Context: an optimization exercise on an open-source flow, tuned for small area, a short achievable clock period and few clock cycles per item. The choices shown serve that exercise and are no tape-out recipe. Only simulation tests tie the RTL to the original design; equivalence was not proved.

==> run C: inputs <==
Design voice_filter, start of the top module:
module voice_filter (
    input  wire        clk,
    input  wire        rst,        
    input  wire        start,
    input  wire [31:0] x,
    input  wire        topo,       
    input  wire [1:0]  ftype,      
    input  wire [31:0] a0,
    input  wire [31:0] a1,
    input  wire [31:0] a2,
    input  wire [31:0] b1,
    input  wire [31:0] b2,
    input  wire [31:0] f1,
    input  wire [31:0] q,
    output reg         done,
    output reg  [31:0] y
);
    reg [31:0] x1, x2, y1, y2;     
    reg [31:0] low, band;          
    reg        zx1, zx2, zy1, zy2, zlow, zband;
    reg [31:0] acc, p;
    reg [5:1]  b;
    reg [6:1]  s;
    reg        c2, c4;             
    reg        dflt;               
    reg        sel_acc;            
    reg        sel_sub;            
    reg        svf;                
    reg [1:0]  ft;                 
    wire go = start;                
    reg  [31:0] mul_a, mul_b, add_a, add_b;
    wire [31:0] mul_y, add_y;
    fp_mul u_mul (.a(mul_a), .b(mul_b), .y(mul_y));
    fp_add u_add (.a(add_a), .b(add_b), .sub(sel_sub), .y(add_y));
    always @(*) begin
        mul_a = ({32{dflt}} & a0) | ({32{b[1]}} & a1) | ({32{c2}} & a2)
              | ({32{b[3]}} & b1) | ({32{c4}} & b2)
              | ({32{s[1] | s[5]}} & f1) | ({32{s[3]}} & q);
        mul_b = ({32{dflt}} & x) | ({32{b[1] & ~zx1}} & x1) | ({32{c2 & ~zx2}} & x2)
              | ({32{b[3] & ~zy1}} & y1) | ({32{c4 & ~zy2}} & y2)
              | ({32{(s[1] | s[3]) & ~zband}} & band) | ({32{s[5]}} & acc);
        add_a = ({32{b[1]}} & 32'h80000000) | ({32{sel_acc}} & acc)
              | ({32{s[2] & ~zlow}} & low) | ({32{s[6] & ~zband}} & band);
        add_b = ({32{s[3] & ~zlow}} & low) | ({32{~s[3]}} & p);
    end
    always @(*) begin
        if (svf)
            case (ft)
                2'd0:    y = low;
                2'd1:    y = add_y;
                default: y = acc;
            endcase
        else
            y = add_y;
    end
    always @(posedge clk) begin
        p <= mul_y;
        if (b[2]) begin
            x2 <= x1;
  ...
==> module voice_filter, before the edit <==
module voice_filter (
    input  wire        clk,
    input  wire        rst,        
    input  wire        start,
    input  wire [31:0] x,
    input  wire        topo,       
    input  wire [1:0]  ftype,      
    input  wire [31:0] a0,
    input  wire [31:0] a1,
    input  wire [31:0] a2,
    input  wire [31:0] b1,
    input  wire [31:0] b2,
    input  wire [31:0] f1,
    input  wire [31:0] q,
    output reg         done,
    output reg  [31:0] y
);
    reg [31:0] x1, x2, y1, y2;     
    reg [31:0] low, band;          
    reg        zx1, zx2, zy1, zy2, zlow, zband;
    reg [31:0] acc, p;
    reg [5:1]  b;
    reg [6:1]  s;
    reg        c2, c4;             
    reg        dflt;               
    reg        sel_acc;            
    reg        sel_sub;            
    reg        svf;                
    reg [1:0]  ft;                 
    wire go = start;                
    reg  [31:0] mul_a, mul_b, add_a, add_b;
    wire [31:0] mul_y, add_y;
    fp_mul u_mul (.a(mul_a), .b(mul_b), .y(mul_y));
    fp_add u_add (.a(add_a), .b(add_b), .sub(sel_sub), .y(add_y));
    always @(*) begin
        mul_a = ({32{dflt}} & a0) | ({32{b[1]}} & a1) | ({32{c2}} & a2)
              | ({32{b[3]}} & b1) | ({32{c4}} & b2)
              | ({32{s[1] | s[5]}} & f1) | ({32{s[3]}} & q);
        mul_b = ({32{dflt}} & x) | ({32{b[1] & ~zx1}} & x1) | ({32{c2 & ~zx2}} & x2)
              | ({32{b[3] & ~zy1}} & y1) | ({32{c4 & ~zy2}} & y2)
              | ({32{(s[1] | s[3]) & ~zband}} & band) | ({32{s[5]}} & acc);
        add_a = ({32{b[1]}} & 32'h80000000) | ({32{sel_acc}} & acc)
              | ({32{s[2] & ~zlow}} & low) | ({32{s[6] & ~zband}} & band);
        add_b = ({32{s[3] & ~zlow}} & low) | ({32{~s[3]}} & p);
    end
    always @(*) begin
        if (svf)
            case (ft)
                2'd0:    y = low;
                2'd1:    y = add_y;
                default: y = acc;
            endcase
        else
            y = add_y;
    end
    always @(posedge clk) begin
        p <= mul_y;
        if (b[2]) begin
            x2 <= x1;
            x1 <= x;
        end
        if (b[5]) begin
            y2 <= y1;
            y1 <= add_y;
        end
        if (s[2]) low  <= add_y;
        if (s[6]) band <= add_y;
        if (rst) begin
            zx1     <= 1'b1;
            zx2     <= 1'b1;
            zy1     <= 1'b1;
            zy2     <= 1'b1;
            zlow    <= 1'b1;
            zband   <= 1'b1;
            b       <= 5'd0;
            s       <= 6'd0;
            c2      <= 1'b0;
            c4      <= 1'b0;
            dflt    <= 1'b1;
            sel_acc <= 1'b0;
            sel_sub <= 1'b0;
            done    <= 1'b0;
        end else begin
            done    <= b[4] | s[5];
            b       <= {b[4:1], go & ~topo};
            s       <= {s[5:1], go & topo};
            c2      <= b[1] | s[1];
            c4      <= b[3] | s[3];
            dflt    <= ~(go | b[1] | b[2] | b[3] | s[1] | s[2] | s[3] | s[4]);
            sel_acc <= b[1] | b[2] | b[3] | b[4] | s[2] | s[3];
            sel_sub <= b[3] | b[4] | s[2] | s[3];
            if (go) begin
                svf <= topo;
                ft  <= ftype;
            end
            if (b[1] | b[2] | b[3] | b[4] | s[3] | s[4])
                acc <= add_y;
            else if (go & topo)
                acc <= x;
            if (b[2]) begin
                zx2 <= zx1;
                zx1 <= 1'b0;
            end
            if (b[5]) begin
                zy2 <= zy1;
                zy1 <= 1'b0;
            end
            if (s[2]) zlow  <= 1'b0;
            if (s[6]) zband <= 1'b0;
        end
    end
endmodule
==> flow/config.mk <==
export PLATFORM = sky130hd
export DESIGN_NAME = voice_filter
export DESIGN_NICKNAME = voice_filter
export VERILOG_FILES = /design/flow/design.v
export SDC_FILE = /design/flow/constraint.sdc
export NUM_CORES = 4
export LEC_CHECK = 0
export ABC_AREA = 1
export CAP_MARGIN = 20
export CORE_MARGIN = 2
export CORE_UTILIZATION = 40
export GPL_TIMING_DRIVEN = 0
export SETUP_SLACK_MARGIN = 5
export SLEW_MARGIN = 20
export BUFFER_PORTS_ARGS = -buffer_cell sky130_fd_sc_hd__buf_2
==> flow/constraint.sdc <==
create_clock -name core_clock -period 22.0 [get_ports {clk}]
set_input_delay 4.4000 -clock core_clock [delete_from_list [all_inputs] [get_ports {clk}]]
set_output_delay 4.4000 -clock core_clock [all_outputs]
set_load 0.01 [all_outputs]
standard.sh (not shown) runs the stock make flow with config.mk's settings and CLKGATE_MAP_FILE= SYNTH_SCRIPT=/design/flow/synth_recipe.tcl, a recipe that flattens the netlist after the stock synthesis.
==> flow/flow/run.sh <==
#!/bin/bash
# The standard layout (standard.sh, which runs ORFS from the standard
# synthesis to the final layout and writes each tool's log under orfs/), with
# one change: buffer_ports buffers the input and output ports with
# sky130_fd_sc_hd__buf_2 cells instead of the cell it picks by default.
# standard.sh's own output goes to standard.log in this folder.
set -e
export BUFFER_PORTS_ARGS="-buffer_cell sky130_fd_sc_hd__buf_2"
echo 'export BUFFER_PORTS_ARGS = -buffer_cell sky130_fd_sc_hd__buf_2' >> config.mk
bash standard.sh > standard.log 2>&1
==> run Y: changes against run C <==
--- a/flow/design.v
+++ b/flow/design.v
@@ -889,8 +889,3 @@
     reg [31:0] acc, p;
-    reg [5:1]  b;
-    reg [6:1]  s;
-    reg        c2, c4;             
-    reg        dflt;               
-    reg        sel_acc;            
-    reg        sel_sub;            
+    reg [6:1]  c;
     reg        svf;                
@@ -898,16 +893,23 @@
     wire go = start;                
+    wire bq1 = c[1] & ~svf, bq2 = c[2] & ~svf, bq3 = c[3] & ~svf,
+         bq4 = c[4] & ~svf, bq5 = c[5] & ~svf;
+    wire sv1 = c[1] & svf, sv2 = c[2] & svf, sv3 = c[3] & svf,
+         sv4 = c[4] & svf, sv5 = c[5] & svf, sv6 = c[6] & svf;
+    wire dflt = ~(c[1] | c[2] | c[3] | c[4] | sv5);
     reg  [31:0] mul_a, mul_b, add_a, add_b;
+    reg         add_sub;
     wire [31:0] mul_y, add_y;
     fp_mul u_mul (.a(mul_a), .b(mul_b), .y(mul_y));
-    fp_add u_add (.a(add_a), .b(add_b), .sub(sel_sub), .y(add_y));
+    fp_add u_add (.a(add_a), .b(add_b), .sub(add_sub), .y(add_y));
     always @(*) begin
-        mul_a = ({32{dflt}} & a0) | ({32{b[1]}} & a1) | ({32{c2}} & a2)
-              | ({32{b[3]}} & b1) | ({32{c4}} & b2)
-              | ({32{s[1] | s[5]}} & f1) | ({32{s[3]}} & q);
-        mul_b = ({32{dflt}} & x) | ({32{b[1] & ~zx1}} & x1) | ({32{c2 & ~zx2}} & x2)
-              | ({32{b[3] & ~zy1}} & y1) | ({32{c4 & ~zy2}} & y2)
-              | ({32{(s[1] | s[3]) & ~zband}} & band) | ({32{s[5]}} & acc);
-        add_a = ({32{b[1]}} & 32'h80000000) | ({32{sel_acc}} & acc)
-              | ({32{s[2] & ~zlow}} & low) | ({32{s[6] & ~zband}} & band);
-        add_b = ({32{s[3] & ~zlow}} & low) | ({32{~s[3]}} & p);
+        mul_a = ({32{dflt}} & a0) | ({32{bq1}} & a1) | ({32{c[2]}} & a2)
+              | ({32{bq3}} & b1) | ({32{c[4]}} & b2)
+              | ({32{sv1 | sv5}} & f1) | ({32{sv3}} & q);
+        mul_b = ({32{dflt}} & x) | ({32{bq1 & ~zx1}} & x1) | ({32{c[2] & ~zx2}} & x2)
+              | ({32{bq3 & ~zy1}} & y1) | ({32{c[4] & ~zy2}} & y2)
+              | ({32{(sv1 | sv3) & ~zband}} & band) | ({32{sv5}} & acc);
+        add_a = ({32{bq1}} & 32'h80000000) | ({32{bq2 | bq3 | bq4 | bq5 | sv3 | sv4}} & acc)
+              | ({32{sv2 & ~zlow}} & low) | ({32{sv6 & ~zband}} & band);
+        add_b = ({32{sv3 & ~zlow}} & low) | ({32{~sv3}} & p);
+        add_sub = bq4 | bq5 | sv3 | sv4;
     end
@@ -925,3 +927,3 @@
         p <= mul_y;
-        if (b[2]) begin
+        if (bq2) begin
             x2 <= x1;
@@ -929,3 +931,3 @@
         end
-        if (b[5]) begin
+        if (bq5) begin
             y2 <= y1;
@@ -933,28 +935,16 @@
         end
-        if (s[2]) low  <= add_y;
-        if (s[6]) band <= add_y;
+        if (sv2) low  <= add_y;
+        if (sv6) band <= add_y;
         if (rst) begin
-            zx1     <= 1'b1;
-            zx2     <= 1'b1;
-            zy1     <= 1'b1;
-            zy2     <= 1'b1;
-            zlow    <= 1'b1;
-            zband   <= 1'b1;
-            b       <= 5'd0;
-            s       <= 6'd0;
-            c2      <= 1'b0;
-            c4      <= 1'b0;
-            dflt    <= 1'b1;
-            sel_acc <= 1'b0;
-            sel_sub <= 1'b0;
-            done    <= 1'b0;
+            zx1   <= 1'b1;
+            zx2   <= 1'b1;
+            zy1   <= 1'b1;
+            zy2   <= 1'b1;
+            zlow  <= 1'b1;
+            zband <= 1'b1;
+            c    <= 6'd0;
+            done <= 1'b0;
         end else begin
-            done    <= b[4] | s[5];
-            b       <= {b[4:1], go & ~topo};
-            s       <= {s[5:1], go & topo};
-            c2      <= b[1] | s[1];
-            c4      <= b[3] | s[3];
-            dflt    <= ~(go | b[1] | b[2] | b[3] | s[1] | s[2] | s[3] | s[4]);
-            sel_acc <= b[1] | b[2] | b[3] | b[4] | s[2] | s[3];
-            sel_sub <= b[3] | b[4] | s[2] | s[3];
+            done <= bq4 | sv5;
+            c    <= {c[5] & svf, c[4:1], go};
             if (go) begin
@@ -963,3 +953,3 @@
             end
-            if (b[1] | b[2] | b[3] | b[4] | s[3] | s[4])
+            if (bq1 | bq2 | bq3 | bq4 | sv3 | sv4)
                 acc <= add_y;
@@ -967,3 +957,3 @@
                 acc <= x;
-            if (b[2]) begin
+            if (bq2) begin
                 zx2 <= zx1;
@@ -971,3 +961,3 @@
             end
-            if (b[5]) begin
+            if (bq5) begin
                 zy2 <= zy1;
@@ -975,4 +965,4 @@
             end
-            if (s[2]) zlow  <= 1'b0;
-            if (s[6]) zband <= 1'b0;
+            if (sv2) zlow  <= 1'b0;
+            if (sv6) zband <= 1'b0;
         end
==> flow/run.sh (new file) <==
#!/bin/bash
# synth_recipe.tcl (not shown) runs the flow's synth.tcl, then flattens the netlist and writes it again
# the make line also repeats each setting of config.mk as NAME=value (left out here)
make -C /OpenROAD-flow-scripts/flow DESIGN_CONFIG=/design/flow/config.mk WORK_HOME=/design/flow/orfs CLKGATE_MAP_FILE= SYNTH_SCRIPT=/design/flow/synth_recipe.tcl finish
--- a/flow/config.mk
+++ b/flow/config.mk
@@ -10,3 +10,3 @@
 export CORE_MARGIN = 2
-export CORE_UTILIZATION = 40
+export CORE_UTILIZATION = 45
 export GPL_TIMING_DRIVEN = 0
@@ -14,2 +14 @@
 export SLEW_MARGIN = 20
-export BUFFER_PORTS_ARGS = -buffer_cell sky130_fd_sc_hd__buf_2
removed: flow/flow/run.sh
removed: flow/standard.sh
==> run H: changes against run C <==
==> flow/flow/run.sh (replaced) <==
#!/bin/bash
# The standard layout (standard.sh, which runs ORFS from the standard
# synthesis to the final layout and writes each tool's log under orfs/), with
# one change: buffer_ports buffers the input and output ports with
# sky130_fd_sc_hd__buf_1 cells instead of the cell it picks by default.
# standard.sh's own output goes to standard.log in this folder.
set -e
export BUFFER_PORTS_ARGS="-buffer_cell sky130_fd_sc_hd__buf_1"
echo 'export BUFFER_PORTS_ARGS = -buffer_cell sky130_fd_sc_hd__buf_1' >> config.mk
bash standard.sh > standard.log 2>&1
--- a/flow/config.mk
+++ b/flow/config.mk
@@ -12,4 +12,5 @@
 export GPL_TIMING_DRIVEN = 0
+export PLACE_DENSITY = 0.72
 export SETUP_SLACK_MARGIN = 5
 export SLEW_MARGIN = 20
-export BUFFER_PORTS_ARGS = -buffer_cell sky130_fd_sc_hd__buf_2
+export BUFFER_PORTS_ARGS = -buffer_cell sky130_fd_sc_hd__buf_1
==> summary of the runs <==
Against run C, the routed wire length of run H is larger by 2.8%. Synthesized cell count is about the same in run C and run Y. The lowest non-clock buffer count belongs to run C, the highest to run Y.
Testbench counts of run C, summed over its fixed seeds: cycles 22,527, items 4,096.
Testbench counts of run Y, summed over its fixed seeds: cycles 22,527, items 4,096.
Testbench counts of run H, summed over its fixed seeds: cycles 22,527, items 4,096.

## what the ideal ports hide
In the flow no input, the clock included, has a driving cell. The finished layouts below were timed again as built, in two steps.
Step 1 assumes that a clkbuf_16 drives the clock port and a buf_2 every other input.
Step 2 times the ports against the registers' clock, not the clock port: input delays grow and output delays shrink by t, the midpoint of the rising clock arrivals with the driver on.
a / b / c = ideal / step 1 / step 2; a / b = the first two.
run	t (ns)	slack for setup (ns)	worst hold slack (ns)
run C	0.661	5.316 / 5.256 / 4.933	0.449 / 0.449 / 0.449
run Y	0.629	5.036 / 4.981 / 4.453	0.449 / 0.449 / 0.449
run H	0.661	5.155 / 5.093 / 5.019	0.446 / 0.446 / 0.446
After both steps setup and hold are still met in every run listed. The setup slack of run Y, which loses most, moves by -0.055 ns with the drivers and by -0.583 ns with both steps.
